From an optimization exercise on the open Yosys and OpenROAD flow, aimed at small area, a short achievable clock period and few clock cycles; shortcuts taken in it are not production practice.
Only simulation tests tie the RTL to the original design; equivalence was not proved.
Power figures rest on the tool's default switching activity, not on a simulated workload.

## flow/constraint.sdc

```tcl
create_clock -name core_clock -period 37.0 [get_ports {clk}]
set_input_delay 7.4000 -clock core_clock [delete_from_list [all_inputs] [get_ports {clk}]]
set_output_delay 7.4000 -clock core_clock [all_outputs]
set_load 0.01 [all_outputs]
```

## flow/standard.sh

```bash
#!/bin/bash
# synth_recipe.tcl (not shown) runs the flow's synth.tcl, then flattens the netlist and writes it again
# the make line also repeats each setting of config.mk as NAME=value (left out here)
make -C /OpenROAD-flow-scripts/flow DESIGN_CONFIG=/design/flow/config.mk WORK_HOME=/design/flow/orfs CLKGATE_MAP_FILE= SYNTH_SCRIPT=/design/flow/synth_recipe.tcl "${@:-finish}"
```

## flow/config.mk

```make
export PLATFORM = sky130hd
export DESIGN_NAME = tfps
export DESIGN_NICKNAME = tfps
export VERILOG_FILES = /design/flow/design.v
export SDC_FILE = /design/flow/constraint.sdc
export NUM_CORES = 4
export LEC_CHECK = 0
export CAP_MARGIN = 20
export CORE_MARGIN = 2
export CORE_UTILIZATION = 40
export CTS_CLUSTER_DIAMETER = 100
export CTS_CLUSTER_SIZE = 22
export SLEW_MARGIN = 20
export SYNTH_HIERARCHICAL = 1
```

## flow/flow/run.sh

```bash
#!/bin/bash
set -euo pipefail
export BUFFER_PORTS_ARGS="-buffer_cell sky130_fd_sc_hd__buf_4"
bash standard.sh > standard_flow.log 2>&1
```

## flow/design.v

```verilog
module tfps (
    input  wire        clk,
    input  wire        rst,
    input  wire        cmd_valid,
    output wire        cmd_ready,
    input  wire [63:0] cmd,
    output reg         rsp_valid,
    output reg  [39:0] rsp,
    output wire        tx_valid,
    output reg  [7:0]  tx_byte,
    output reg         tx_probe,
    input  wire        tx_ready
);
    localparam [7:0] OP_FBEGIN = 8'h01, OP_FBYTE = 8'h02, OP_FW16 = 8'h03,
                     OP_FW32   = 8'h04, OP_FEND  = 8'h05,
                     OP_PACK   = 8'h10, OP_UNPACK = 8'h11, OP_DSPLIT = 8'h12,
                     OP_TICK   = 8'h20, OP_SETHM  = 8'h21, OP_POLL   = 8'h22,
                     OP_CFGWR  = 8'h30, OP_CFGRD  = 8'h31, OP_INIT   = 8'h32;
    localparam [7:0] ST_OK = 8'h00, ST_NONE = 8'h01, ST_CHUNK = 8'h02,
                     ST_NOTREADY = 8'h03, ST_ABANDONED = 8'h04,
                     ST_INITFAIL = 8'h0D, ST_SEQERR = 8'h0E, ST_ILLEGAL = 8'h0F;
    localparam [1:0] FS_IDLE = 2'd0, FS_OPEN = 2'd1, FS_ABANDONED = 2'd2;
    reg              mode_q;
    reg  [1:0]       fstate_q;
    reg  [15:0]      crc_q;
    reg  [31:0]      now_q;
    reg  [10:0]      gen_q;
    reg  [31:0]      hc_q;
    reg  [31:0]      hp_q;
    reg  [3:0][7:0]  sid_q;
    reg  [3:0][7:0]  sm_q;
    reg  [3:0][7:0]  rr_q;
    reg  [31:0]      delim_q;
    reg  [10:0][31:0] lring_q;     
    reg  [10:0][31:0] iring_q;     
    reg  [3:0]       hptr_q;       
    reg  [3:0]       clr_q;        
    reg              pend_q;       
    reg  [3:0]       pend_g_q;
    wire [7:0] d_start = delim_q[7:0];
    wire [7:0] d_stop  = delim_q[15:8];
    wire [7:0] d_esc   = delim_q[23:16];
    wire [7:0] d_mask  = delim_q[31:24];
    reg         q_v;
    reg  [7:0]  q_op;
    reg  [7:0]  q_a;
    reg  [15:0] q_b;
    reg  [31:0] q_c;
    reg         ready_q;       
    reg         ld_q;          
    reg         rst_q;         
    reg         txv_q;         
    reg         em_act;        
    reg         probe_q;       
    reg  [3:0]  kh_q;          
    reg  [3:0]  dr_q;          
    reg  [3:0]  dg_q;          
    reg  [3:0]  dw_q;          
    reg  [3:0]  dwn_q;         
    reg         tick_ok_q;     
    reg  [2:0]  em_idx;        
    reg         em_esc;        
    reg  [3:0]  em_cnt;        
    reg  [7:0]  it_q;          
    reg         res_q;         
    assign cmd_ready = ready_q;
    assign tx_valid  = txv_q;
    reg  [3:0]  scan_cnt;
    reg         scan_found;
    reg  [31:0] scan_best;
    reg  [3:0]  scan_g;
    reg  [3:0]  scan_rk;
    reg         scan_ones;     
    reg         scan_kept;     
    reg  [31:0] sc_el_q;
    reg  [3:0]  sc_g_q;
    function automatic [15:0] crc_fold(input [15:0] c, input [7:0] b);
        integer i;
        reg [15:0] x;
        begin
            x = c ^ {8'h00, b};
            for (i = 0; i < 8; i = i + 1)
                x = x[0] ? ((x >> 1) ^ 16'h8408) : (x >> 1);
            crc_fold = x;
        end
    endfunction
    function automatic resv(input [7:0] x, input [31:0] d);
        resv = (x == d[7:0]) || (x == d[15:8]) || (x == d[23:16]);
    endfunction
    wire op_fbegin = (q_op == OP_FBEGIN);
    wire op_fbyte  = (q_op == OP_FBYTE);
    wire op_fw16   = (q_op == OP_FW16);
    wire op_fw32   = (q_op == OP_FW32);
    wire op_fend   = (q_op == OP_FEND);
    wire op_data   = op_fbyte | op_fw16 | op_fw32;
    wire op_pack   = (q_op == OP_PACK);
    wire op_unpack = (q_op == OP_UNPACK);
    wire op_dsplit = (q_op == OP_DSPLIT);
    wire op_tick   = (q_op == OP_TICK);
    wire op_sethm  = (q_op == OP_SETHM);
    wire op_poll   = (q_op == OP_POLL);
    wire op_cfgwr  = (q_op == OP_CFGWR);
    wire op_cfgrd  = (q_op == OP_CFGRD);
    wire op_init   = (q_op == OP_INIT);
    wire [2:0] em_last = op_fw32 ? 3'd6 : op_fw16 ? 3'd4 : op_fend ? 3'd2 : 3'd0;
    wire        clearing = clr_q[3] | clr_q[2] | clr_q[1] | clr_q[0];
    reg         pend_hit;      
    wire [31:0] now_dec  = now_q - 32'd1;
    reg  [31:0] now_p1;
    reg         now_c;
    integer ni;
    always @(*) begin
        now_c = 1'b1;
        for (ni = 0; ni < 32; ni = ni + 1) begin
            now_p1[ni] = now_q[ni] ^ now_c;
            now_c      = now_c & now_q[ni];
        end
    end
    wire [31:0] head_l   = clearing ? 32'd0 : pend_hit ? now_dec : lring_q[0];
    wire [31:0] head_i   = clearing ? 32'd0 : iring_q[0];
    wire [3:0]  hptr_n   = (hptr_q == 4'd10) ? 4'd0 : hptr_q + 4'd1;
    wire q_a_ring_i = (q_a[7:4] == 4'h1) && (q_a[3:0] <= 4'd10);
    wire q_a_ring_l = (q_a[7:4] == 4'h2) && (q_a[3:0] <= 4'd10);
    wire q_at_head  = (q_a[3:0] == hptr_q);
    wire [31:0] sc_el   = now_q - head_l;
    wire [32:0] sc_ovx  = {1'b0, sc_el_q} - {1'b0, iring_q[10]};
    wire        sc_elig = gen_q[sc_g_q] && !sc_ovx[32];
    wire [3:0]  sc_rk   = (sc_g_q == 4'd3) ? 4'd10 : (sc_g_q == 4'd0) ? 4'd9 :
                          (sc_g_q == 4'd1) ? 4'd8  : (sc_g_q == 4'd2) ? 4'd7 :
                          (sc_g_q == 4'd8) ? 4'd6  : (sc_g_q == 4'd6) ? 4'd5 :
                          (sc_g_q == 4'd5) ? 4'd4  : (sc_g_q == 4'd4) ? 4'd3 :
                          (sc_g_q == 4'd7) ? 4'd2  : (sc_g_q == 4'd10) ? 4'd1 : 4'd0;
    wire [35:0] sc_key  = {sc_ovx[31:0], sc_rk};
    wire [35:0] sc_bkey = {scan_best, scan_rk};
    wire        sc_b    = (scan_cnt != 4'd0) && (scan_cnt != 4'd12);
    wire        sc_take = sc_b && sc_elig && (!scan_found || (sc_key > sc_bkey));
    wire        scan_rdy = (scan_cnt == 4'd12);
    wire        scan_wrdy    = scan_rdy || (scan_cnt == 4'd11);
    wire        scan_found_x = scan_found || sc_take;
    wire [3:0]  scan_g_x     = sc_take ? sc_g_q : scan_g;
    wire health_trig = gen_q[3] && (hc_q != hp_q);
    localparam [109:0] LANE_W = {5'd11, 5'd10, 5'd11, 5'd11, 5'd8, 5'd9, 5'd7,
                                 5'd12, 5'd1, 5'd1, 5'd1, 5'd1, 5'd2, 5'd5,
                                 5'd15, 5'd8, 5'd9, 5'd10, 5'd8, 5'd8, 5'd2, 5'd4};
    localparam [109:0] LANE_O = {5'd21, 5'd11, 5'd0, 5'd17, 5'd9, 5'd0, 5'd25,
                                 5'd12, 5'd10, 5'd9, 5'd8, 5'd7, 5'd5, 5'd0,
                                 5'd17, 5'd9, 5'd0, 5'd22, 5'd14, 5'd6, 5'd4, 5'd0};
    wire        field_ok = (q_a <= 8'd21);
    reg  [31:0] pack_result;
    reg  [31:0] unpack_result;
    integer li;
    always @(*) begin
        pack_result   = 32'd0;
        unpack_result = 32'd0;
        for (li = 0; li < 22; li = li + 1) begin
            if (q_a[4:0] == li[4:0]) begin
                pack_result = pack_result |
                    (((q_c[31] ? 32'd0 :
                       ((q_c >> LANE_W[li*5 +: 5]) != 32'd0) ? ((32'd1 << LANE_W[li*5 +: 5]) - 32'd1) :
                       q_c)) << LANE_O[li*5 +: 5]);
                unpack_result = unpack_result |
                    ((q_c >> LANE_O[li*5 +: 5]) & ((32'd1 << LANE_W[li*5 +: 5]) - 32'd1));
            end
        end
    end
    function automatic [4:0] d10(input [3:0] r, input b);
        reg       q;
        reg [2:0] m;
        begin
            q = r[3] | (r[2] & (r[1] | r[0]));
            m = {r[3] & r[0], (r[2] & r[1] & r[0]) | (r[3] & !r[0]), (r[2] & r[1] & !r[0]) | (r[3] & !r[0])};
            d10 = {q, (q ? m : r[2:0]), b};
        end
    endfunction
    wire        dsp_neg  = q_b[15];
    wire        dsp_half = em_cnt[0];
    wire        dsp_skip = !dsp_half && (dr_q == 4'd0) && (q_c[31:16] == 16'd0);
    wire [15:0] dv_in    = dsp_skip ? q_c[15:0] : q_c[31:16];
    reg  [15:0] dv_q;
    reg  [3:0]  dv_r;
    reg  [4:0]  dv_t;
    integer dj;
    always @(*) begin
        dv_r = dr_q;
        for (dj = 15; dj >= 0; dj = dj - 1) begin
            dv_t      = d10(dv_r, dv_in[dj]);
            dv_q[dj]  = dv_t[4];
            dv_r      = dv_t[3:0];
        end
    end
    wire        dsp_pend = dsp_half || dsp_skip;       
    wire [13:0] dg_w = ({14{dw_q[0]}} & {10'd0, dg_q}) |
                       ({14{dw_q[1]}} & ({7'd0, dg_q, 3'd0} + {9'd0, dg_q, 1'd0})) |
                       ({14{dw_q[2]}} & ({4'd0, dg_q, 6'd0} + {5'd0, dg_q, 5'd0} + {8'd0, dg_q, 2'd0})) |
                       ({14{dw_q[3]}} & ({1'd0, dg_q, 9'd0} + {2'd0, dg_q, 8'd0} + {3'd0, dg_q, 7'd0} +
                                         {4'd0, dg_q, 6'd0} + {5'd0, dg_q, 5'd0} + {7'd0, dg_q, 3'd0}));
    wire [13:0] dsp_rem = q_b[13:0] + dg_w;
    wire        fin_neg = q_b[15];
    wire        fin_c   = q_b[14];
    wire [15:0] fin_rem = !fin_neg ? {2'b00, dsp_rem} : fin_c ? 16'd0 : {2'b11, ~dsp_rem};
    wire        fin_ovp = (q_c[31:15] != 17'd0);
    wire        fin_ovn = (q_c[31:16] != 16'd0) || (q_c[15] && (fin_c || (q_c[14:0] != 15'd0)));
    wire [15:0] fin_qn  = fin_c ? ~q_c[15:0] : (16'd0 - q_c[15:0]);
    wire [15:0] fin_quo = !fin_neg ? (fin_ovp ? 16'h7FFF : q_c[15:0])
                                   : (fin_ovn ? 16'h8000 : fin_qn);
    wire        dsp_k0  = (q_a == 8'd0);
    wire [15:0] k0_quo  = (q_c[31:15] != 17'd0) ? (fin_neg ? 16'h8000 : 16'h7FFF)
                                                : (fin_neg ? ~q_c[15:0] : q_c[15:0]);
    reg        poll_hit;
    reg [1:0]  poll_slot;
    integer si;
    always @(*) begin
        poll_hit  = 1'b0;
        poll_slot = 2'd0;
        for (si = 3; si >= 0; si = si - 1) begin
            if (sm_q[si] != 8'd0 && sid_q[si] == q_a) begin
                poll_hit  = 1'b1;
                poll_slot = si[1:0];
            end
        end
    end
    wire [7:0] rr_cur  = rr_q[poll_slot];
    wire [8:0] rr_inc  = {1'b0, rr_cur} + 9'd1;
    wire [7:0] rr_next = (rr_inc >= {1'b0, sm_q[poll_slot]}) ? 8'd0 : rr_inc[7:0];
    reg        reg_ok;
    reg        reg_rw;
    reg [31:0] reg_rdata;
    always @(*) begin
        reg_ok    = 1'b1;
        reg_rw    = 1'b0;
        reg_rdata = 32'd0;
        if (q_a == 8'h00) begin
            reg_rdata = {29'd0, fstate_q, mode_q};
        end else if (q_a == 8'h01) begin
            reg_rdata = delim_q;
            reg_rw    = 1'b1;
        end else if (q_a == 8'h02) begin
            reg_rdata = {21'd0, gen_q};
            reg_rw    = 1'b1;
        end else if (q_a == 8'h03) begin
            reg_rdata = now_q;
        end else if (q_a == 8'h04) begin
            reg_rdata = hc_q;
        end else if (q_a == 8'h05) begin
            reg_rdata = hp_q;
        end else if (q_a_ring_i) begin
            reg_rdata = head_i;
            reg_rw    = 1'b1;
        end else if (q_a_ring_l) begin
            reg_rdata = head_l;
        end else if (q_a >= 8'h30 && q_a <= 8'h33) begin
            reg_rdata = {8'd0, rr_q[q_a[1:0]], sm_q[q_a[1:0]], sid_q[q_a[1:0]]};
            reg_rw    = 1'b1;
        end else begin
            reg_ok    = 1'b0;
        end
    end
    wire delim_valid =
        (d_esc != d_start) && (d_esc != d_stop) && (d_mask != 8'd0) &&
        ((d_start ^ d_stop) != d_mask) && ((d_start ^ d_esc) != d_mask) &&
        ((d_stop ^ d_esc) != d_mask);
    wire       it_done   = !res_q || em_esc;           
    wire       last_draw = (em_idx == em_last) && it_done;
    wire [2:0] nidx      = em_idx + 3'd1;
    wire [15:0] trailer  = ~crc_q;
    reg  [7:0] nit;
    always @(*) begin
        if (op_fend) nit = (nidx == 3'd1) ? trailer[15:8] : d_stop;
        else begin
            case (nidx)
                3'd1:    nit = q_b[7:0];
                3'd2:    nit = q_b[15:8];
                3'd3:    nit = q_c[7:0];
                3'd4:    nit = q_c[15:8];
                3'd5:    nit = q_c[23:16];
                default: nit = q_c[31:24];
            endcase
        end
    end
    wire       nres      = resv(nit, delim_q) && !(op_fend && nidx == 3'd2);
    wire [7:0] cont_byte = !it_done ? (it_q ^ d_mask) : (nres ? d_esc : nit);
    reg         x_done;
    reg  [7:0]  r_st;
    reg  [31:0] r_data;
    reg         mode_n;
    reg  [1:0]  fstate_n;
    reg  [15:0] crc_n;
    reg         now_inc;
    reg         hc_wr, hp_wr, delim_wr, gen_wr, sens_wr, rr_wr, iring_wr;
    reg         pend_set;
    reg  [3:0]  pend_g_n;
    reg         scan_restart;
    reg         scan_keep_try;    
    reg         tick_wait;        
    reg         x_cont;        
    reg         x_will_done;   
    reg         em_adv;        
    always @(*) begin
        x_done       = 1'b0;
        r_st         = ST_ILLEGAL;
        r_data       = 32'd0;
        mode_n       = mode_q;
        fstate_n     = fstate_q;
        crc_n        = crc_q;
        now_inc      = 1'b0;
        hc_wr        = 1'b0;
        hp_wr        = 1'b0;
        delim_wr     = 1'b0;
        gen_wr       = 1'b0;
        sens_wr      = 1'b0;
        rr_wr        = 1'b0;
        iring_wr     = 1'b0;
        pend_set     = 1'b0;
        pend_g_n     = 4'd3;
        scan_restart = 1'b0;
        scan_keep_try = 1'b0;
        tick_wait     = 1'b0;
        x_will_done  = 1'b0;
        em_adv       = 1'b0;
        if (q_v) begin
            if (em_act) begin
                if (op_fbegin) crc_n = 16'hFFFF;
                else if (op_data && it_done) crc_n = crc_fold(crc_q, it_q);
                if (!tx_ready) begin
                    x_done   = 1'b1;
                    r_st     = ST_ABANDONED;
                    r_data   = {28'd0, em_cnt};
                    fstate_n = op_fend ? FS_IDLE : FS_ABANDONED;
                end else if (last_draw) begin
                    x_done   = 1'b1;
                    r_st     = ST_OK;
                    r_data   = {28'd0, em_cnt + 4'd1};
                    fstate_n = op_fend ? FS_IDLE : FS_OPEN;
                end else begin
                    em_adv      = 1'b1;
                    x_will_done = !it_done ? (em_idx == em_last)
                                           : ((nidx == em_last) && !nres);
                end
            end else begin
                x_done = 1'b1;
                case (q_op)
                    OP_FBEGIN: r_st = ST_ILLEGAL;
                    OP_FBYTE, OP_FW16, OP_FW32, OP_FEND: begin
                        if (!mode_q) r_st = ST_ILLEGAL;
                        else if (fstate_q == FS_IDLE) r_st = ST_SEQERR;
                        else begin
                            r_st = ST_ABANDONED;
                            if (op_fend) fstate_n = FS_IDLE;
                        end
                    end
                    OP_PACK: begin
                        if (field_ok) begin r_st = ST_OK; r_data = pack_result; end
                    end
                    OP_UNPACK: begin
                        if (field_ok) begin r_st = ST_OK; r_data = unpack_result; end
                    end
                    OP_DSPLIT: begin
                        if (q_a <= 8'd4) begin
                            if (dsp_k0) begin
                                r_st   = ST_OK;
                                r_data = {k0_quo, 16'd0};
                            end else if (kh_q != 4'd0) begin
                                x_done      = 1'b0;
                                x_will_done = (kh_q == 4'd1) && dsp_pend;
                            end else begin
                                r_st   = ST_OK;
                                r_data = {fin_quo, fin_rem};
                            end
                        end
                    end
                    OP_TICK: begin
                        if (mode_q) begin
                            if (!probe_q && !tick_ok_q) begin
                                x_done = 1'b0;
                            end else if (probe_q && !tx_ready) begin
                                now_inc = 1'b1;
                                r_st    = ST_NOTREADY;
                                scan_keep_try = 1'b1;
                            end else if (probe_q && q_a[0]) begin
                                now_inc = 1'b1;
                                r_st    = ST_CHUNK;
                                scan_keep_try = 1'b1;
                            end else if (probe_q && health_trig) begin
                                now_inc      = 1'b1;
                                scan_restart = 1'b1;
                                r_st         = ST_OK;
                                r_data       = {28'd0, 4'd3};
                                pend_set     = 1'b1;
                                pend_g_n     = 4'd3;
                                hp_wr        = 1'b1;
                            end else if (probe_q ? !scan_rdy : !scan_wrdy) begin
                                x_done      = 1'b0;
                                tick_wait   = 1'b1;
                                x_will_done = (scan_cnt == 4'd10) || (scan_cnt == 4'd11);
                            end else if (!scan_found_x) begin
                                now_inc      = 1'b1;
                                scan_restart = 1'b1;
                                r_st         = ST_NONE;
                            end else begin
                                now_inc      = 1'b1;
                                scan_restart = 1'b1;
                                r_st         = ST_OK;
                                r_data       = {28'd0, scan_g_x};
                                pend_set     = 1'b1;
                                pend_g_n     = scan_g_x;
                            end
                        end
                    end
                    OP_SETHM: begin
                        if (mode_q) begin r_st = ST_OK; hc_wr = 1'b1; end
                    end
                    OP_POLL: begin
                        if (mode_q) begin
                            if (!poll_hit) r_st = ST_NONE;
                            else begin
                                r_st   = ST_OK;
                                r_data = {22'd0, poll_slot, rr_cur};
                                rr_wr  = 1'b1;
                            end
                        end
                    end
                    OP_CFGWR: begin
                        if (!mode_q && reg_ok && reg_rw) begin
                            if (q_a_ring_i && !q_at_head) begin
                                x_done      = 1'b0;
                                x_will_done = (q_a[3:0] == hptr_n);
                            end else begin
                                r_st = ST_OK;
                                if (q_a == 8'h01) delim_wr = 1'b1;
                                else if (q_a == 8'h02) begin gen_wr = 1'b1; scan_restart = 1'b1; end
                                else if (q_a_ring_i) begin iring_wr = 1'b1; scan_restart = 1'b1; end
                                else sens_wr = 1'b1;
                            end
                        end
                    end
                    OP_CFGRD: begin
                        if (reg_ok) begin
                            if ((q_a_ring_i || q_a_ring_l) && !q_at_head) begin
                                x_done      = 1'b0;
                                x_will_done = (q_a[3:0] == hptr_n);
                            end else begin
                                r_st   = ST_OK;
                                r_data = reg_rdata;
                            end
                        end
                    end
                    OP_INIT: begin
                        if (!mode_q) begin
                            if (!delim_valid) r_st = ST_INITFAIL;
                            else begin r_st = ST_OK; mode_n = 1'b1; end
                        end
                    end
                    default: r_st = ST_ILLEGAL;
                endcase
            end
        end
        x_cont = q_v && !x_done;
    end
    wire       ps_tick  = q_v && !em_act && op_tick && mode_q;
    wire       ps_probe = ps_tick && probe_q && !q_a[0] && (health_trig || (scan_rdy && scan_found));
    wire       ps_wait  = ps_tick && !probe_q && tick_ok_q && scan_wrdy && scan_found_x;
    wire [3:0] ps_g     = !probe_q ? scan_g_x : health_trig ? 4'd3 : scan_g;
    wire       ph_new = !probe_q ? (sc_take ? (sc_g_q == hptr_n) : (scan_g == hptr_n))
                                 : health_trig ? (hptr_n == 4'd3) : (scan_g == hptr_n);
    wire       ph_old = pend_q && !pend_hit && (pend_g_q == hptr_n);
    wire       pend_hit_n;
    tfps_lmux u_ph_mux (.sel(tx_ready), .a1((ps_wait || ps_probe) ? ph_new : ph_old),
                        .a0(ps_wait ? ph_new : ph_old), .y(pend_hit_n));
    wire hp_pre = q_v && !em_act && op_tick && mode_q && probe_q && !q_a[0] && health_trig;
    wire       tick_now   = q_v && op_tick;
    wire       pend_left  = pend_q && !pend_hit;
    wire       pend_n     = pend_left || tick_now;
    wire       probe_wait = q_v && !em_act && op_tick && mode_q && !probe_q && !tick_ok_q && !pend_left;
    wire       will_last = !it_done ? (em_idx == em_last) : ((nidx == em_last) && !nres);
    wire       tick_w    = !q_a[0] && !health_trig && !scan_rdy;
    wire       ndw_dsp   = op_dsplit && (q_a <= 8'd4) && !dsp_k0 && (kh_q != 4'd0);
    wire       ndw_tpw   = op_tick && mode_q && !probe_q && !tick_ok_q;
    wire       ndw_tok   = op_tick && mode_q && !probe_q && tick_ok_q && !scan_wrdy;
    wire       ndw_ring  = ((op_cfgrd && (q_a_ring_i || q_a_ring_l)) ||
                            (op_cfgwr && !mode_q && q_a_ring_i)) && !q_at_head;
    wire       nd_rdy    = ndw_dsp  ? ((kh_q == 4'd1) && dsp_pend) :
                           ndw_tpw  ? 1'b0 :
                           ndw_tok  ? (scan_cnt == 4'd10) :
                           ndw_ring ? (q_a[3:0] == hptr_n) : 1'b1;
    wire       tick_pr   = op_tick && mode_q && probe_q;
    wire       rdy_cont  = !q_v || (em_act ? (!tx_ready || will_last) :
                                    tick_pr ? (!(tx_ready && tick_w) || (scan_cnt == 4'd10) ||
                                               (scan_cnt == 4'd11)) : nd_rdy);
    wire       scan_keep  = scan_keep_try && scan_rdy && scan_found && !scan_ones && !scan_kept;
    wire       scan_rst   = scan_restart || (scan_keep_try && !scan_keep);
    wire [3:0] scan_cnt_n = scan_rst ? 4'd0 : scan_rdy ? scan_cnt : scan_cnt + 4'd1;
    wire        acc   = cmd_valid && ld_q && !rst_q;    
    wire [7:0]  y_op  = cmd[63:56];
    wire [7:0]  y_a   = cmd[55:48];
    wire        y_fbegin = (y_op == OP_FBEGIN);
    wire        y_fend   = (y_op == OP_FEND);
    wire        y_data   = (y_op == OP_FBYTE) || (y_op == OP_FW16) || (y_op == OP_FW32);
    wire        y_multi  = (y_op == OP_FW16) || (y_op == OP_FW32) || y_fend || (y_op == OP_FBYTE);
    wire        y_emit   = mode_n && (y_fbegin || ((y_data || y_fend) && fstate_n == FS_OPEN));
    wire [1:0]  fstate_nd = (q_v && op_fend && mode_q && (fstate_q == FS_ABANDONED)) ? FS_IDLE : fstate_q;
    wire [1:0]  fstate_ok = (q_v && em_act) ? (last_draw ? (op_fend ? FS_IDLE : FS_OPEN) : fstate_q)
                                            : fstate_nd;
    wire        y_emit_ok = mode_n && (y_fbegin || ((y_data || y_fend) && fstate_ok == FS_OPEN));
    wire        y_tick   = (y_op == OP_TICK);
    wire        cfg_rst    = q_v && !em_act && op_cfgwr && !mode_q &&
                             ((q_a == 8'h02) || (q_a_ring_i && q_at_head));
    wire        scan_rdy_p = !cfg_rst && !tick_now && ((scan_cnt == 4'd11) || scan_rdy);
    wire        y_probe  = y_tick && mode_n && !pend_n;
    wire        y_ring   = ((y_op == OP_CFGRD) && (y_a[7:4] == 4'h1 || y_a[7:4] == 4'h2)) ||
                           ((y_op == OP_CFGWR) && (y_a[7:4] == 4'h1));
    wire        y_wait   = (y_op[4] && y_op[1] && !y_op[0] && (y_a[2:0] != 3'd0)) ||
                           (y_op[5] && !y_op[4] && !y_op[1] && !y_op[0] &&
                            (pend_n || (!scan_rdy_p && !y_a[0]))) ||
                           (y_op[5] && y_op[4] && !y_op[1] && !y_a[7] && !y_a[6] &&
                            (y_a[5] ^ y_a[4]) && (y_a[3:0] != hptr_n)) ||
                           y_wait_f;
    wire        y_wait_f0 = (y_op[7:3] == 5'd0) && (y_op[2] || y_op[1]) && mode_n &&
                            (fstate_ok == FS_OPEN);
    wire        y_wait_f  = y_wait_f0 && (tx_ready || !(q_v && em_act));
    wire        y_wait_b  = (y_op[4] && y_op[1] && !y_op[0] && (y_a[2:0] != 3'd0)) ||
                            (y_op[5] && !y_op[4] && !y_op[1] && !y_op[0] &&
                             (pend_n || (!scan_rdy_p && !y_a[0]))) ||
                            (y_op[5] && y_op[4] && !y_op[1] && !y_a[7] && !y_a[6] &&
                             (y_a[5] ^ y_a[4]) && (y_a[3:0] != hptr_n));
    wire        rdy_c1    = !q_v || (em_act ? will_last :
                                     tick_pr ? (!tick_w || (scan_cnt == 4'd10) || (scan_cnt == 4'd11)) :
                                     nd_rdy);
    wire        rdy_c0    = !q_v || em_act || tick_pr || nd_rdy;
    wire        rdy_n1    = ready_q ? (!cmd_valid || !(y_wait_b || y_wait_f0)) : rdy_c1;
    wire        rdy_n0    = ready_q ? (!cmd_valid || !(y_wait_b || (y_wait_f0 && !(q_v && em_act))))
                                    : rdy_c0;
    wire        rdy_n;
    tfps_lmux u_rdy_mux (.sel(tx_ready), .a1(rdy_n1), .a0(rdy_n0), .y(rdy_n));
    wire [7:0]  fend0    = ~crc_n[7:0];
    wire        fend0_r  = resv(fend0, delim_q);
    wire [7:0]  fend0_b  = fend0_r ? d_esc : fend0;
    wire        ya_r     = resv(y_a, delim_q);
    wire        y_p_fbegin = !y_op[2] && !y_op[1];
    wire        y_p_fend   = y_op[2] && y_op[0];
    wire [7:0]  y_byte   = y_p_fbegin ? d_start : y_p_fend ? fend0_b : (ya_r ? d_esc : y_a);
    wire [7:0]  y_it     = y_p_fend ? fend0 : y_a;
    wire        y_res    = y_p_fend ? fend0_r : (ya_r && !y_p_fbegin);
    always @(posedge clk) begin
        hptr_q  <= hptr_n;
        lring_q <= {(clearing ? 32'd0 : pend_hit ? now_dec : lring_q[0]), lring_q[10:1]};
        iring_q <= {(iring_wr ? q_c : clearing ? 32'd0 : iring_q[0]), iring_q[10:1]};
        if (clearing) clr_q <= clr_q - 4'd1;
        if (pend_hit) pend_q <= 1'b0;
        pend_hit <= pend_hit_n;
        rsp_valid <= x_done;
        rsp       <= {r_st, r_data};
        mode_q   <= mode_n;
        fstate_q <= fstate_n;
        crc_q    <= crc_n;
        if (ps_tick && ((probe_q && (!tx_ready || q_a[0] || health_trig || scan_rdy)) ||
                        (!probe_q && tick_ok_q && scan_wrdy)))
            now_q <= now_p1;
        if (hc_wr)    hc_q    <= q_c;
        if (hp_pre && tx_ready) hp_q <= hc_q;
        if (delim_wr) delim_q <= q_c;
        if (gen_wr)   gen_q   <= q_c[10:0];
        if (sens_wr) begin
            sid_q[q_a[1:0]] <= q_c[7:0];
            sm_q[q_a[1:0]]  <= q_c[15:8];
        end
        if (rr_wr) rr_q[poll_slot] <= rr_next;
        if (pend_set) pend_q <= 1'b1;
        if (ps_wait || ps_probe) pend_g_q <= ps_g;
        scan_cnt <= scan_cnt_n;
        sc_el_q  <= sc_el;
        sc_g_q   <= hptr_q;
        if (scan_rst) begin
            scan_found <= 1'b0;
            scan_kept  <= 1'b0;
        end else begin
            if (scan_keep) scan_kept  <= 1'b1;
            if (sc_take)   scan_found <= 1'b1;
        end
        if (sc_take) begin
            scan_best  <= sc_ovx[31:0];
            scan_g     <= sc_g_q;
            scan_rk    <= sc_rk;
            scan_ones  <= (sc_el_q == 32'hFFFFFFFF);
        end
        if (q_v && !em_act && op_dsplit) begin
            if (dw_q != 4'd0) q_b[13:0] <= dsp_rem;
            dw_q <= 4'd0;
            if (kh_q != 4'd0) begin
                q_c <= dsp_skip ? {16'd0, dv_q} : {q_c[15:0], dv_q};
                if (dsp_pend) begin
                    dr_q   <= 4'd0;
                    dg_q   <= dv_r;
                    dw_q   <= dwn_q;
                    dwn_q  <= {dwn_q[2:0], 1'b0};
                    kh_q   <= {1'b0, kh_q[3:1]};
                    q_b[14] <= q_b[14] && (dv_r == 4'd9);
                    em_cnt[0] <= 1'b0;
                end else begin
                    dr_q   <= dv_r;
                    em_cnt[0] <= 1'b1;
                end
            end
        end
        if (em_act) em_cnt <= em_cnt + 4'd1;
        tx_byte <= cont_byte;
        if (em_act) begin
            if (!it_done) em_esc <= 1'b1;
            else begin
                em_esc <= 1'b0;
                em_idx <= nidx;
                it_q   <= nit;
                res_q  <= nres;
            end
        end
        txv_q    <= em_adv;
        em_act   <= em_adv;
        tx_probe <= probe_wait;
        probe_q  <= probe_wait;
        tick_ok_q <= tick_wait;
        ready_q  <= rdy_n;
        ld_q     <= rdy_n;
        if (x_done) q_v <= 1'b0;
        if (ld_q && !rst_q) begin
            q_v      <= cmd_valid;
            txv_q    <= cmd_valid && y_emit;
            em_act   <= cmd_valid && y_emit;
            tx_probe <= cmd_valid && y_probe;
            probe_q  <= cmd_valid && y_probe;
        end
        if (ld_q) begin
            q_op     <= y_op;
            q_a      <= y_a;
            q_b      <= y_op[4] ? {cmd[31], 1'b1, 14'd0} : cmd[47:32];
            kh_q     <= {y_a[2:0] == 3'd4, y_a[2:0] == 3'd3, y_a[2:0] == 3'd2, y_a[2:0] == 3'd1};
            q_c      <= (y_op[4] && y_op[1]) ? (cmd[31:0] ^ {32{cmd[31]}}) : cmd[31:0];
            dr_q     <= 4'd0;
            dw_q     <= 4'd0;
            dwn_q    <= 4'd1;
            em_idx   <= 3'd0;
            em_esc   <= 1'b0;
            em_cnt   <= 4'd0;
            tick_ok_q <= 1'b0;
            it_q     <= y_it;
            res_q    <= y_res;
            tx_byte  <= y_byte;
        end
        rst_q <= rst;
        if (rst) begin
            q_v        <= 1'b0;
            ready_q    <= 1'b0;
            ld_q       <= 1'b1;
            txv_q      <= 1'b0;
            tx_probe   <= 1'b0;
            rsp_valid  <= 1'b0;
        end
        if (rst_q) begin
            mode_q     <= 1'b0;
            fstate_q   <= FS_IDLE;
            now_q      <= 32'd0;
            gen_q      <= 11'd0;
            hc_q       <= 32'd0;
            hp_q       <= 32'd0;
            sid_q      <= '0;
            sm_q       <= '0;
            rr_q       <= '0;
            delim_q    <= 32'h207D7E7E;
            hptr_q     <= 4'd0;
            clr_q      <= 4'd11;
            pend_q     <= 1'b0;
            pend_hit   <= 1'b0;
            scan_cnt   <= 4'd0;
            scan_found <= 1'b0;
            scan_kept  <= 1'b0;
        end
    end
endmodule
module tfps_lmux (
    input  wire sel,
    input  wire a1,
    input  wire a0,
    output wire y
);
    assign y = sel ? a1 : a0;
endmodule
```

==> out/results.txt, run 1 <==
Yosys cell types = 107
Final setup violation count = 0
Sw frac = 26.89%
Vias = 42670
Gate Count Post-Synth = 5633
Nets = 5823
Ys Warns = 7
Slowest stage delay, CP = 0.56 ns
Residual DRC count = 0
Seq/Total Area, Yosys = 48.98%
Vias in the first global route = 39390
Clk pin slew, worst setup/hold paths = 0.09 ns
Global route overflow = 0
Initial antenna violation count = 4
Slew headroom = 20.11%
Cell taking the most area after synthesis = dfxtp_1
Cts repair resizes = 0
Register bit count reported by yosys = 1210
Slowest cell on the critical path = nor4_1
Critical path class = in -> reg
Top flop regs = iring_q x352, lring_q x352, rsp x36
Sequential Power Share = 55.2%
Std cell rows = 132
EDFF count, synth = 130
Clock sinks = 1210
Crit-path cells = buf_4, nor4_1, nand2_1, o31ai_1, nand3_1, a21oi_1, nor2_1, mux2_4, or2_2
Outcome = complete, no violations
Clk latency of the worst-skew pair = 0.71 ns
Slew Viols, Final = 0
I/O pin cnt = 120
TritonCTS Buffers = 69
Core Box Area = 129300 sq um
Final instance area = 56790 sq um
P_sw = 657.7 uW
Synth top area cells = dfxtp_1 (41%), edfxtp_1 (7.5%), nand2_1 (5.3%)
Drt first pass iters = 7
Final GP Congestion = 0.9920
Mapped cell area = 52110 sq um
Largest net degree at the start of global routing = 197
Pint = 1788 uW
H-tree Lvls = 3
Die Y = 364.9 microns
CP max FO = 3
GRT Overall Usage = 26.11%
Required @ worst endpoint = 37.57 ns
Syn_area_per_cell = 9.250 sq um
RSZ-0062 raised after global routing = false
Setup tns final = 0 ns
Clock power frac = 34.0%
Tcrit/Tclk final = 23.80%
DR vias/cell = 5.822
Share of cells above drive strength 1 = 7.559%
WHS Path Cells = 0
CP startpoint kind = input pin
Area Overhead vs Synth = 8.985%
Placed Instance Area = 54600 sq um
Buffer depth of the longest clock path = 3
Die area = 133200 sq um
Crit path depth = 9
Wirelength per Cell = 24.26 microns
Final Total Pwr = 2446 uW
CP top delay family = simple AND/OR/NAND/NOR gates
Starting Density = 40.29%
DRT antenna net count = 0
Leakage = 0.02108 uW
CTS tree = built
Final Hold Viols = 0
FF-to-FF path depth = 30
Cell Pwr Density = 43.07 nW/um^2
Drt total wl = 177.8 mm
Layout Skew = 0.03834 ns
Peak VDD IR = 0.00004694 V
Global-route wire length before repair = 259.9 mm
Share of the synthesized area in the top cell type = 41.49%
Post-CTS setup buffers = 0
Fmax = 0.1136 GHz
Worst setup EP type = flop
Hold_buf cts = 0
Root Buffer = clkbuf_16
Async SR Flop Fraction = 0%
Worst Tran Pin Value = 1.190 ns
Min-Delay Path Class = reg -> reg
Maxcap violations = 0
DIE WIDTH = 364.9 microns
Arr. time, crit path = 9.38 ns
Detailed Place HPWL = 126.5 mm
Ys flop type = dfxtp_1
Post-layout min period = 8.806 ns
Starting DRT DRC Count = 5096
Combinational Power Share = 10.8%
Worst path bufs/invs = 1
IO buf count = 115
==> cells in the final DEF, fill, tap and decap left out, drive strengths merged, types with 21 or more instances in the layout <==
cell    instances
nand2         739
nor4           67
or3            26
nor2          442
nor2b          38
a22oi         119
a21oi         403
o31ai          31
xnor2         230
a21o           44
mux2i          44
mux4           26
nor3          103
a211oi         63
o21ai         325
a31oi          39
nand4          76
nand3b         23
nand3         108
ha            193
clkbuf         83
nand2b         54
edfxtp        130
o22ai          32
a221oi         69
inv           204
o221ai         22
buf           217
xor2          157
o21a           21
dfxtp        1080
o211ai         24
a222oi         25
and3           32
==> path summary, 6_finish.rpt <==
check | slack (ns) | from | to
min reg2reg | 0.32 | lring_q[264] | lring_q[232]
min | 0.32 | lring_q[264] | lring_q[232]
max reg2reg | 29.12 | sc_el_q[1] | pend_g_q[2]
max | 28.19 | cmd[59] | ld_q
==> power groups by stage <==
stage / clock network, uW / logic [uW] / registers [uW]
floorplan: 0 / 170 / 1370
global placement: 0 / 253 / 1380
detailed placement: 0 / 255 / 1380
CTS: 854 / 256 / 1350
global route: 898 / 279 / 1350
finish: 833 / 264 / 1350
==> layer usage <==
| metal | track usage (%) | part of all wire (%) | vias to the layer above |
|---|---|---|---|
| li1 | - | - | 19670 |
| met1 | 35.11 | 42 | 20300 |
| met2 | 38.76 | 42 | 2186 |
| met3 | 4.964 | 9.2 | 516 |
| met4 | 15.78 | 7.0 | 2 |
| met5 | 0 | 0.0067 | - |
==> metrics by stage <==
step	cells	utilization (%)	hold WS [ns]	setup WS, ns
floorplan	5636	-	0.3096	27.63
global placement	7221	42.21	0.3096	27.54
global route	7325	43.91	0.3265	28.03
CTS	7324	43.89	0.3198	28.24
detailed placement	7221	42.22	0.3121	27.51
finish	7329	43.91	0.3194	28.19
==> modules after synthesis (local to each module, per instance) <==
| module | flops+latches | cell area (sq um) |
|---|---|---|
| tfps | 1210 | 52080 |
| tfps_lmux | 0 | 15.01 |
==> layout make-up <==
type                       count  area (sq um)
fill                       12450         72530
inverter                     201         754.5
tap                         1742          2180
clock inverter                20         376.6
timing repair buffer         217          1639
antenna                        4         10.01
clock buffer                  83          1779
sequential                  1210         25530
multi-input combinational   3852         24520
==> cell usage after synthesis, types with 23 or more instances <==
master,count
dfxtp_1,1080
nand2_1,738
nor2_1,440
a21oi_1,403
clkbuf_1,329
o21ai_0,314
xnor2_1,230
inv_1,197
ha_1,193
xor2_1,157
edfxtp_1,130
a22oi_1,119
nand3_1,108
nor3_1,102
nand4_1,76
a221oi_1,66
nor4_1,66
a211oi_1,60
nand2b_1,54
mux2i_1,44
a21o_1,43
nor2b_1,38
a31oi_1,36
and3_1,32
o22ai_1,32
o31ai_1,29
buf_1,26
mux4_2,26
or3_1,26
a222oi_1,25
o211ai_1,24
nand3b_1,23
==> cells by family after synthesis <==
group	share of synthesized area, %
AOI/OAI and AO/OA	17.45
other	0.007197
and+or+nand+nor	15.45
xor gates and xnor gates	6.505
muxes	2.286
DFF	48.98
adders and majority gates	5.095
buffers and inverters	4.221
Testbench counts, summed over its fixed seeds: cycles 81,026.
==> inputs of run 2 (changes only) <==
--- a/flow/design.v
+++ b/flow/design.v
@@ -461,4 +461,11 @@
     wire       ps_wait  = ps_tick && !probe_q && tick_ok_q && scan_wrdy && scan_found_x;
     wire [3:0] ps_g     = !probe_q ? scan_g_x : health_trig ? 4'd3 : scan_g;
+    wire hp_pre = q_v && !em_act && op_tick && mode_q && probe_q && !q_a[0] && health_trig;
+    wire       now_en1 = ps_tick && ((probe_q && (q_a[0] || health_trig || scan_rdy)) ||
+                                     (!probe_q && tick_ok_q && scan_wrdy));
+    wire       now_en0 = ps_tick && (probe_q || (tick_ok_q && scan_wrdy));
+    wire       now_en, hp_en;
+    tfps_lmux u_now_mux (.sel(tx_ready), .a1(now_en1), .a0(now_en0), .y(now_en));
+    tfps_lmux u_hp_mux  (.sel(tx_ready), .a1(hp_pre), .a0(1'b0), .y(hp_en));
     wire       ph_new = !probe_q ? (sc_take ? (sc_g_q == hptr_n) : (scan_g == hptr_n))
                                  : health_trig ? (hptr_n == 4'd3) : (scan_g == hptr_n);
@@ -467,5 +474,4 @@
     tfps_lmux u_ph_mux (.sel(tx_ready), .a1((ps_wait || ps_probe) ? ph_new : ph_old),
                         .a0(ps_wait ? ph_new : ph_old), .y(pend_hit_n));
-    wire hp_pre = q_v && !em_act && op_tick && mode_q && probe_q && !q_a[0] && health_trig;
     wire       tick_now   = q_v && op_tick;
     wire       pend_left  = pend_q && !pend_hit;
@@ -509,25 +515,13 @@
     wire        y_ring   = ((y_op == OP_CFGRD) && (y_a[7:4] == 4'h1 || y_a[7:4] == 4'h2)) ||
                            ((y_op == OP_CFGWR) && (y_a[7:4] == 4'h1));
-    wire        y_wait   = (y_op[4] && y_op[1] && !y_op[0] && (y_a[2:0] != 3'd0)) ||
-                           (y_op[5] && !y_op[4] && !y_op[1] && !y_op[0] &&
-                            (pend_n || (!scan_rdy_p && !y_a[0]))) ||
-                           (y_op[5] && y_op[4] && !y_op[1] && !y_a[7] && !y_a[6] &&
-                            (y_a[5] ^ y_a[4]) && (y_a[3:0] != hptr_n)) ||
-                           y_wait_f;
-    wire        y_wait_f0 = (y_op[7:3] == 5'd0) && (y_op[2] || y_op[1]) && mode_n &&
-                            (fstate_ok == FS_OPEN);
-    wire        y_wait_f  = y_wait_f0 && (tx_ready || !(q_v && em_act));
-    wire        y_wait_b  = (y_op[4] && y_op[1] && !y_op[0] && (y_a[2:0] != 3'd0)) ||
-                            (y_op[5] && !y_op[4] && !y_op[1] && !y_op[0] &&
-                             (pend_n || (!scan_rdy_p && !y_a[0]))) ||
-                            (y_op[5] && y_op[4] && !y_op[1] && !y_a[7] && !y_a[6] &&
-                             (y_a[5] ^ y_a[4]) && (y_a[3:0] != hptr_n));
     wire        rdy_c1    = !q_v || (em_act ? will_last :
                                      tick_pr ? (!tick_w || (scan_cnt == 4'd10) || (scan_cnt == 4'd11)) :
                                      nd_rdy);
     wire        rdy_c0    = !q_v || em_act || tick_pr || nd_rdy;
-    wire        rdy_n1    = ready_q ? (!cmd_valid || !(y_wait_b || y_wait_f0)) : rdy_c1;
-    wire        rdy_n0    = ready_q ? (!cmd_valid || !(y_wait_b || (y_wait_f0 && !(q_v && em_act))))
-                                    : rdy_c0;
+    wire        rdy_n1, rdy_n0;
+    tfps_rdy u_rdy (.op(y_op), .a(y_a), .cmd_valid(cmd_valid), .ready(ready_q),
+                    .pend_n(pend_n), .scan_rdy_p(scan_rdy_p), .hptr_n(hptr_n),
+                    .f_open(mode_n && (fstate_ok == FS_OPEN)), .em_draw(q_v && em_act),
+                    .c1(rdy_c1), .c0(rdy_c0), .n1(rdy_n1), .n0(rdy_n0));
     wire        rdy_n;
     tfps_lmux u_rdy_mux (.sel(tx_ready), .a1(rdy_n1), .a0(rdy_n0), .y(rdy_n));
@@ -535,10 +529,11 @@
     wire        fend0_r  = resv(fend0, delim_q);
     wire [7:0]  fend0_b  = fend0_r ? d_esc : fend0;
-    wire        ya_r     = resv(y_a, delim_q);
     wire        y_p_fbegin = !y_op[2] && !y_op[1];
     wire        y_p_fend   = y_op[2] && y_op[0];
-    wire [7:0]  y_byte   = y_p_fbegin ? d_start : y_p_fend ? fend0_b : (ya_r ? d_esc : y_a);
+    wire [7:0]  y_byte;
+    wire        y_res;
+    tfps_first u_first (.op(y_op[2:0]), .a(y_a), .delim(delim_q), .fend0(fend0),
+                        .fend0_b(fend0_b), .fend0_r(fend0_r), .byte0(y_byte), .res0(y_res));
     wire [7:0]  y_it     = y_p_fend ? fend0 : y_a;
-    wire        y_res    = y_p_fend ? fend0_r : (ya_r && !y_p_fbegin);
     always @(posedge clk) begin
         hptr_q  <= hptr_n;
@@ -553,9 +548,7 @@
         fstate_q <= fstate_n;
         crc_q    <= crc_n;
-        if (ps_tick && ((probe_q && (!tx_ready || q_a[0] || health_trig || scan_rdy)) ||
-                        (!probe_q && tick_ok_q && scan_wrdy)))
-            now_q <= now_p1;
+        if (now_en) now_q <= now_p1;
         if (hc_wr)    hc_q    <= q_c;
-        if (hp_pre && tx_ready) hp_q <= hc_q;
+        if (hp_en) hp_q <= hc_q;
         if (delim_wr) delim_q <= q_c;
         if (gen_wr)   gen_q   <= q_c[10:0];
@@ -683,2 +676,40 @@
     assign y = sel ? a1 : a0;
 endmodule
+module tfps_rdy (
+    input  wire [7:0] op,
+    input  wire [7:0] a,
+    input  wire       cmd_valid,
+    input  wire       ready,
+    input  wire       pend_n,
+    input  wire       scan_rdy_p,
+    input  wire [3:0] hptr_n,
+    input  wire       f_open,
+    input  wire       em_draw,
+    input  wire       c1,
+    input  wire       c0,
+    output wire       n1,
+    output wire       n0
+);
+    wire wait_b = (op[4] && op[1] && !op[0] && (a[2:0] != 3'd0)) ||
+                  (op[5] && !op[4] && !op[1] && !op[0] && (pend_n || (!scan_rdy_p && !a[0]))) ||
+                  (op[5] && op[4] && !op[1] && !a[7] && !a[6] && (a[5] ^ a[4]) && (a[3:0] != hptr_n));
+    wire wait_f = (op[7:3] == 5'd0) && (op[2] || op[1]) && f_open;
+    assign n1 = ready ? (!cmd_valid || !(wait_b || wait_f)) : c1;
+    assign n0 = ready ? (!cmd_valid || !(wait_b || (wait_f && !em_draw))) : c0;
+endmodule
+module tfps_first (
+    input  wire [2:0]  op,         
+    input  wire [7:0]  a,
+    input  wire [31:0] delim,
+    input  wire [7:0]  fend0,      
+    input  wire [7:0]  fend0_b,    
+    input  wire        fend0_r,    
+    output wire [7:0]  byte0,
+    output wire        res0
+);
+    wire p_fbegin = !op[2] && !op[1];
+    wire p_fend   = op[2] && op[0];
+    wire a_r      = (a == delim[7:0]) || (a == delim[15:8]) || (a == delim[23:16]);
+    assign byte0 = p_fbegin ? delim[7:0] : p_fend ? fend0_b : (a_r ? delim[23:16] : a);
+    assign res0  = p_fend ? fend0_r : (a_r && !p_fbegin);
+endmodule
==> run 2 against run 1 <==
  * Count of clock-buffer cells in the layout is 3 higher
  * Register-to-register slack lost 0.66 ns
  * Sequential share of layout area is 0.16 points higher
  * First-iteration DRC count is 7.2% lower
  * Largest cell class unchanged
  * Highest routed layer unchanged
==> out/results.txt, run 2 <==
Outcome = complete, no violations
R2r setup slk = 28.46 ns (-0.66 ns)
Initial antenna violation count = 7 (+3)
CP top delay family = flip-flops
Pint = 1771 uW (-0.94%)
Finished Layout Cells = 7286 (-0.59%)
Nets = 5783 (-0.69%)
Post-CTS setup buffers = 0 (unchanged)
Crit path depth = 1 (-8)
CP max FO = 5 (+2)
Worst Hold Endpoint = iring_q[5]
Required @ worst endpoint = 29.60 ns (-7.97 ns)
CTS tree = built
Clk pin slew, worst setup/hold paths = 0.09 ns (about the same)
Slowest stage delay, CP = 0.43 ns (-0.13 ns)
Wirelength per Cell = 23.60 microns (-2.7%)
P_sw = 626.3 uW (-4.8%)
Worst Tran Pin Value = 1.137 ns (-0.05312 ns)
Mapped cell area = 52050 sq um (-0.10%)
Root Buffer = clkbuf_16
Ys Warns = 7 (unchanged)
RSZ-0062 raised after global routing = false
Final setup violation count = 0 (unchanged)
Gate Count Post-Synth = 5579 (-0.96%)
GRT Overall Usage = 25.35% (-0.76 points)
Maxcap violations = 0 (unchanged)
Hold_buf cts = 0 (unchanged)
Ys flop type = dfxtp_1
Die Y = 364.7 microns (about the same)
Buffer depth of the longest clock path = 3 (unchanged)
Area Overhead vs Synth = 8.716%
Most frequent cells in the layout = dfxtp_1 (1077), nand2_1 (639), nor2_1 (504)
Reg2reg start = iring_q[321]
EDFF count, synth = 130 (unchanged)
Final Hold Viols = 0 (unchanged)
Top flop regs = iring_q x352, lring_q x352, rsp x36
Synth top area cells = dfxtp_1 (42%), edfxtp_1 (7.5%), ha_1 (4.6%)
Async SR Flop Fraction = 0% (unchanged)
WHS Path Cells = 0 (unchanged)
Global-route wire length before repair = 253.2 mm (-2.6%)
Arr. time, crit path = 1.30 ns (-8.08 ns)
Setup tns final = 0 ns (unchanged)
Peak VDD IR = 0.00003441 V (-27%)
Critical path class = reg -> out
Yosys cell types = 102 (-4.7%)
Core Box Area = 129300 sq um (unchanged)
Clk latency of the worst-skew pair = 0.71 ns (about the same)
Slew Viols, Final = 0 (unchanged)
Cts repair resizes = 0 (unchanged)
Min-Delay Path Class = reg -> reg
Vias = 41750 (-2.2%)
Syn_area_per_cell = 9.330 sq um (+0.86%)
Std cell rows = 132 (unchanged)
Post-layout min period = 8.699 ns (-0.1076 ns)
Die area = 133000 sq um (-0.10%)
Seq/Total Area, Yosys = 49.03% (+0.051 points)
Hold Startpoint = iring_q[37]
Top cells by count, synth = dfxtp_1 (1080), nand2_1 (639), nor2_1 (509)
Leakage = 0.02166 uW (+2.7%)
Largest net degree at the start of global routing = 202 (+2.5%)
Register bit count reported by yosys = 1210 (unchanged)
Detailed Place HPWL = 121.8 mm (-3.7%)
Most common cell in the netlist = dfxtp_1
Cell taking the most area after synthesis = dfxtp_1
DR vias/cell = 5.730 (-1.6%)
DRT antenna net count = 0 (unchanged)
Fillers = 12520 (+0.55%)
Worst R2R End = pend_hit
Crit-path cells = buf_4
Worst setup EP type = output pin
Starting DRT DRC Count = 4728 (-7.2%)
TritonCTS Buffers = 68 (-1.4%)
Clock sinks = 1210 (unchanged)
CP startpoint kind = flop
Cell Pwr Density = 42.37 nW/um^2 (-1.6%)
Final GP Congestion = 1.014 (+2.2%)
DIE WIDTH = 364.7 microns (about the same)
Fmax = 0.1150 GHz (+1.2%)
Drt first pass iters = 8 (+1)
Combinational Power Share = 10.4% (-0.4 points)
Share of the synthesized area in the top cell type = 41.54% (+0.043 points)
FF-to-FF path depth = 38 (+27%)
Residual DRC count = 0 (unchanged)
Starting Density = 40.25% (-0.042 points)
Sw frac = 26.12% (-0.77 points)
Share of cells above drive strength 1 = 7.309% (-0.25 points)
I/O pin cnt = 120 (unchanged)
Most common cell after layout, fill and taps aside = dfxtp_1
Layout Skew = 0.04749 ns (+0.009145 ns)
Drt total wl = 172.0 mm (-3.3%)
Tcrit/Tclk final = 23.51% (-0.29 points)
Placed Cells = 7181 (-0.55%)
Sequential Power Share = 56.3% (+1.1 points)
H-tree Lvls = 3 (unchanged)
Slew headroom = 23.91% (+3.8 points)
Vias in the first global route = 39240 (-0.38%)
Slowest cell on the critical path = dfxtp_1
IO buf count = 115 (unchanged)
Global route overflow = 0 (unchanged)
Clock power frac = 33.3% (-0.7 points)
Worst path bufs/invs = 1 (unchanged)
[run 2: area by class of cell]
class	count	area [sq um]	area share [%]
antenna	3	7.507	0.01327
clock buffer	86	1800	3.182
clock inverter	14	205.2	0.3626
inverter	232	870.8	1.539
multi-input combinational	3783	24340	43.01
sequential	1210	25530	45.12
tap	1742	2180	3.852
timing repair buffer	216	1654	2.923
[run 2: cells by family (layout without fill, tap and decap cells)]
group	Yosys count	after routing	synth area share, %
other cells	1	8	0.007204
flops	1210	1210	49.03
mux	157	157	3.704
xor+xnor	386	386	6.495
compound gates	1301	1301	16.24
buf+inv	590	548	4.355
simple gates	1728	1728	15.07
fa+ha+maj	206	206	5.101
[run 2: Yosys stat by module, one instance, submodules excluded]
module / flip-flops and latches / times used / cell area [sq um]
tfps: 1210 / 1 / 51270
tfps_first: 0 / 1 / 565.5
tfps_rdy: 0 / 1 / 160.2
tfps_lmux: 0 / 4 / 15.01
[run 2: per-layer routing]
metal / up-vias / GRT usage, % / wire (microns)
met2: 2018 / 38.61 / 74080
li1: 19360 / - / -
met4: 4 / 14.88 / 11340
met3: 548 / 5.360 / 15620
met5: - / 0 / 30
met1: 19820 / 33.10 / 70920
[run 2: per-stage QoR]
| step | hold slack, ns | util [%] | instance area (sq um) | total power (uW) | setup WS, ns |
|---|---|---|---|---|---|
| final | 0.3167 | 43.76 | 56590 | 2398 | 28.30 |
| after global routing | 0.3262 | 43.76 | 56590 | 2479 | 27.46 |
| after CTS | 0.3213 | 43.73 | 56550 | 2412 | 28.27 |
| after detailed placement | 0.3121 | 42.18 | 54550 | 1620 | 27.81 |
| after global placement | 0.3096 | 42.15 | 54510 | 1618 | 27.53 |
| after floorplan | 0.3096 | - | 52070 | 1533 | 27.74 |
[run 2: worst max-delay path by stage]
| stage | slack (ns) | startpoint | endpoint |
|---|---|---|---|
| final | 28.30 | ready_q | cmd_ready |
| after global routing | 27.46 | iring_q[321] | pend_hit |
| after CTS | 28.27 | ready_q | cmd_ready |
| after detailed placement | 27.81 | cmd[57] | q_c[27] |
| after global placement | 27.53 | cmd[60] | q_c[0] |
| after floorplan | 27.74 | iring_q[321] | pend_hit |
[run 2: power by group through the flow]
stage | combinational (uW) | sequential [uW] | clock (uW)
2_1_floorplan | 158 | 1380 | 0
3_3_place_gp | 238 | 1380 | 0
3_5_place_dp | 241 | 1380 | 0
4_1_cts | 242 | 1350 | 821
5_1_grt | 264 | 1350 | 865
6_report | 249 | 1350 | 799
Testbench counts of run 2, summed over its fixed seeds: cycles 81,026.
==> inputs of run 3 (changes only) <==
--- a/flow/config.mk
+++ b/flow/config.mk
@@ -9,6 +9,6 @@
 export CORE_MARGIN = 2
 export CORE_UTILIZATION = 40
-export CTS_CLUSTER_DIAMETER = 100
-export CTS_CLUSTER_SIZE = 22
+export CTS_CLUSTER_DIAMETER = 120
+export CTS_CLUSTER_SIZE = 25
 export SLEW_MARGIN = 20
 export SYNTH_HIERARCHICAL = 1
==> run 3 against run 2 <==
  * Still clean
  * Worst hold slack worse by 0.039 ns
  * Non-clock buffer count fell by 1
  * Combinational power is essentially flat
  * Worst setup slack got worse by 0.046 ns
  * Design area shrank 0.69%
  * Routed wire length about the same
  * Critical endpoint unchanged
==> out/results.txt, run 3 <==
Nets = 5770 (-0.22%)
Pint = 1703 uW (-3.8%)
Most frequent cells in the layout = dfxtp_1 (1077), nand2_1 (639), nor2_1 (503)
Final Hold Viols = 0 (unchanged)
GRT Overall Usage = 25.24% (-0.11 points)
FF-to-FF path depth = 38 (unchanged)
CP max FO = 5 (unchanged)
Die Y = 364.7 microns (unchanged)
CP startpoint kind = flop
Ys flop type = dfxtp_1
Required @ worst endpoint = 29.60 ns (about the same)
Top flop regs = iring_q x352, lring_q x352, rsp x36
Die area = 133000 sq um (unchanged)
Cts repair resizes = 0 (unchanged)
Crit-path cells = buf_4
CTS tree = built
Final GP Congestion = 1.014 (unchanged)
Fillers = 12550 (+0.25%)
Cell taking the most area after synthesis = dfxtp_1
Cell Pwr Density = 41.09 nW/um^2 (-3.0%)
Drt first pass iters = 8 (unchanged)
Core Box Area = 129300 sq um (unchanged)
Critical path class = reg -> out
Residual DRC count = 0 (unchanged)
Post-CTS setup buffers = 0 (unchanged)
Slowest stage delay, CP = 0.44 ns (about the same)
Vias in the first global route = 38990 (-0.63%)
Min-Delay Path Class = reg -> reg
Fmax = 0.1144 GHz (-0.53%)
Slew headroom = 21.89% (-2.0 points)
Outcome = complete, no violations
Worst Tran Pin Value = 1.172 ns (+0.03452 ns)
DR vias/cell = 5.735 (about the same)
R2r setup slk = 28.52 ns (+0.06 ns)
Gate Count Post-Synth = 5579 (unchanged)
Worst path bufs/invs = 1 (unchanged)
Buffer depth of the longest clock path = 3 (unchanged)
Post-layout min period = 8.745 ns (+0.04620 ns)
Slowest cell on the critical path = dfxtp_1
Maxcap violations = 0 (unchanged)
Top cells by count, synth = dfxtp_1 (1080), nand2_1 (639), nor2_1 (509)
WHS Path Cells = 0 (unchanged)
IO buf count = 115 (unchanged)
Worst setup EP type = output pin
Final worst slack = 28.26 ns (-0.04620 ns)
Vias = 41670 (-0.18%)
Yosys cell types = 102 (unchanged)
Mapped cell area = 52050 sq um (unchanged)
Largest net degree at the start of global routing = 202 (unchanged)
Area Overhead vs Synth = 7.961%
RSZ-0062 raised after global routing = false
I/O pin cnt = 120 (unchanged)
Crit path depth = 1 (unchanged)
Hold Startpoint = iring_q[248]
Reg2reg start = iring_q[321]
Share of the synthesized area in the top cell type = 41.54% (unchanged)
Register Area = 25530 sq um (unchanged)
DIE WIDTH = 364.7 microns (unchanged)
Sw frac = 26.24% (+0.12 points)
Pre-CTS setup slack = 27.81 ns (unchanged)
Combinational Power Share = 10.8% (+0.4 points)
Leakage = 0.02146 uW (-0.93%)
Syn_area_per_cell = 9.330 sq um (unchanged)
Most common cell in the netlist = dfxtp_1
Arr. time, crit path = 1.34 ns (+0.04 ns)
Final setup violation count = 0 (unchanged)
Clock power frac = 30.8% (-2.5 points)
Starting Density = 40.25% (unchanged)
Clk latency of the worst-skew pair = 0.76 ns (+0.05 ns)
Synth top area cells = dfxtp_1 (42%), edfxtp_1 (7.5%), ha_1 (4.6%)
Worst R2R End = pend_hit
Most common cell after layout, fill and taps aside = dfxtp_1
Starting DRT DRC Count = 4821 (+2.0%)
Detailed Place HPWL = 121.8 mm (unchanged)
CP top delay family = flip-flops
Peak VDD IR = 0.00004134 V (+20%)
Tcrit/Tclk final = 23.63% (+0.12 points)
Area of the multi-input gates = 24340 sq um (about the same)
Share of cells above drive strength 1 = 7.008% (-0.30 points)
Global-route wire length before repair = 252.5 mm (-0.27%)
TritonCTS Buffers = 56 (-18%)
H-tree Lvls = 2 (-1)
Async SR Flop Fraction = 0% (unchanged)
P_sw = 606.1 uW (-3.2%)
Hold_buf cts = 0 (unchanged)
Wirelength per Cell = 23.67 microns (+0.28%)
Root Buffer = clkbuf_16
Clock sinks = 1210 (unchanged)
EDFF count, synth = 130 (unchanged)
Setup tns final = 0 ns (unchanged)
Global route overflow = 0 (unchanged)
DRT antenna net count = 0 (unchanged)
Clk pin slew, worst setup/hold paths = 0.11 ns (+0.02 ns)
Register bit count reported by yosys = 1210 (unchanged)
Slew Viols, Final = 0 (unchanged)
Initial antenna violation count = 6 (-1)
Worst Hold Endpoint = iring_q[216]
Sequential Power Share = 58.4% (+2.1 points)
Layout Skew = 0.07884 ns (+0.03135 ns)
Drt total wl = 172.0 mm (about the same)
Std cell rows = 132 (unchanged)
Seq/Total Area, Yosys = 49.03% (unchanged)
Ys Warns = 7 (unchanged)
-- run 3: kinds of logic (layout without fill, tap and decap cells) --
logic type      Yosys count  after routing  synth area share [%]
xor+xnor                386            386                 6.495
other cells               1              8              0.007204
fa+ha+maj               206            206                 5.101
buf+inv                 590            529                 4.355
mux                     157            157                 3.704
compound gates         1301           1301                 16.24
flops                  1210           1210                 49.03
simple gates           1728           1728                 15.07
-- run 3: worst max path at each step --
| stage | endpoint | startpoint | slack [ns] |
|---|---|---|---|
| after CTS | cmd_ready | ready_q | 28.22 |
| after detailed placement | q_c[27] | cmd[57] | 27.81 |
| after floorplan | pend_hit | iring_q[321] | 27.74 |
| after global placement | q_c[0] | cmd[60] | 27.53 |
| after global routing | pend_hit | iring_q[321] | 27.46 |
| final | cmd_ready | ready_q | 28.26 |
-- run 3: area by class of cell --
class,count,area share (%)
Clock inverter,9,0.2538
Antenna cell,3,0.01336
Multi-Input combinational cell,3783,43.32
Sequential cell,1210,45.43
Clock buffer,73,2.625
Timing Repair Buffer,215,2.930
Tap cell,1742,3.878
Inverter,232,1.550
-- run 3: modules after synthesis (local to each module, per instance) --
module / cells inside / cell area [sq um]
tfps: 5475 / 51270
tfps_rdy: 23 / 160.2
tfps_lmux: 1 / 15.01
tfps_first: 77 / 565.5
-- run 3: through the flow --
stage          util (%)  hold slack (ns)  power, uW  instance area [sq um]  instances
5_1_grt           43.45           0.3147       2388                  56190       7265
3_3_place_gp      42.15           0.3096       1618                  54510       7180
2_1_floorplan         -           0.3096       1533                  52070       5583
4_1_cts           43.43           0.3014       2322                  56160       7263
6_report          43.46           0.2774       2309                  56200       7267
3_5_place_dp      42.18           0.3121       1620                  54550       7181
-- run 3: power groups by stage --
stage                     clock [uW]  combinational, uW  sequential (uW)
after floorplan                    0                158             1380
after global placement             0                238             1380
after detailed placement           0                241             1380
after CTS                        731                242             1350
after global routing             774                263             1350
final                            710                249             1350
-- run 3: routing by layer --
layer / vias to the layer above / track usage [%] / routed length, microns
li1: 19330 / - / -
met1: 19750 / 33.10 / 71030
met2: 2040 / 38.70 / 73670
met3: 551 / 4.802 / 15780
met4: 4 / 14.78 / 11510
met5: - / 0 / 28

-- separate check: timing with driven ports --
The results above use ideal ports. As a check the final layouts listed here were re-extracted and re-timed, cells and wires unchanged.
Step 1, drivers: a clkbuf_16 drives clk and a buf_2 each remaining input, both assumed.
Step 2 moves the port delays by t, midway between the first and last clock arrival at a register: inputs arrive t later, outputs are due t later. That takes back most of the time a late clock gives input paths.
Three values: ideal ports, drivers, drivers and shift; two values: the first two.
| run | shift t [ns] | setup WS [ns] | latest minus earliest clock arrival (ns) | worst slew at a driven data input, ns | cell pins on the clock port's net |
|---|---|---|---|---|---|
| run 1 | 0.768 | 28.194 / 28.249 / 27.482 | 0.039 / 0.039 | 0.07 | 1 |
| run 2 | 0.763 | 28.302 / 28.228 / 27.708 | 0.051 / 0.050 | 0.13 | 1 |
| run 3 | 0.799 | 28.255 / 28.178 / 27.707 | 0.080 / 0.079 | 0.13 | 1 |
After both steps setup and hold are still met in every run listed. For run 1, which loses most, drivers alone change the setup slack by +0.055 ns; drivers and shift together by -0.712 ns.
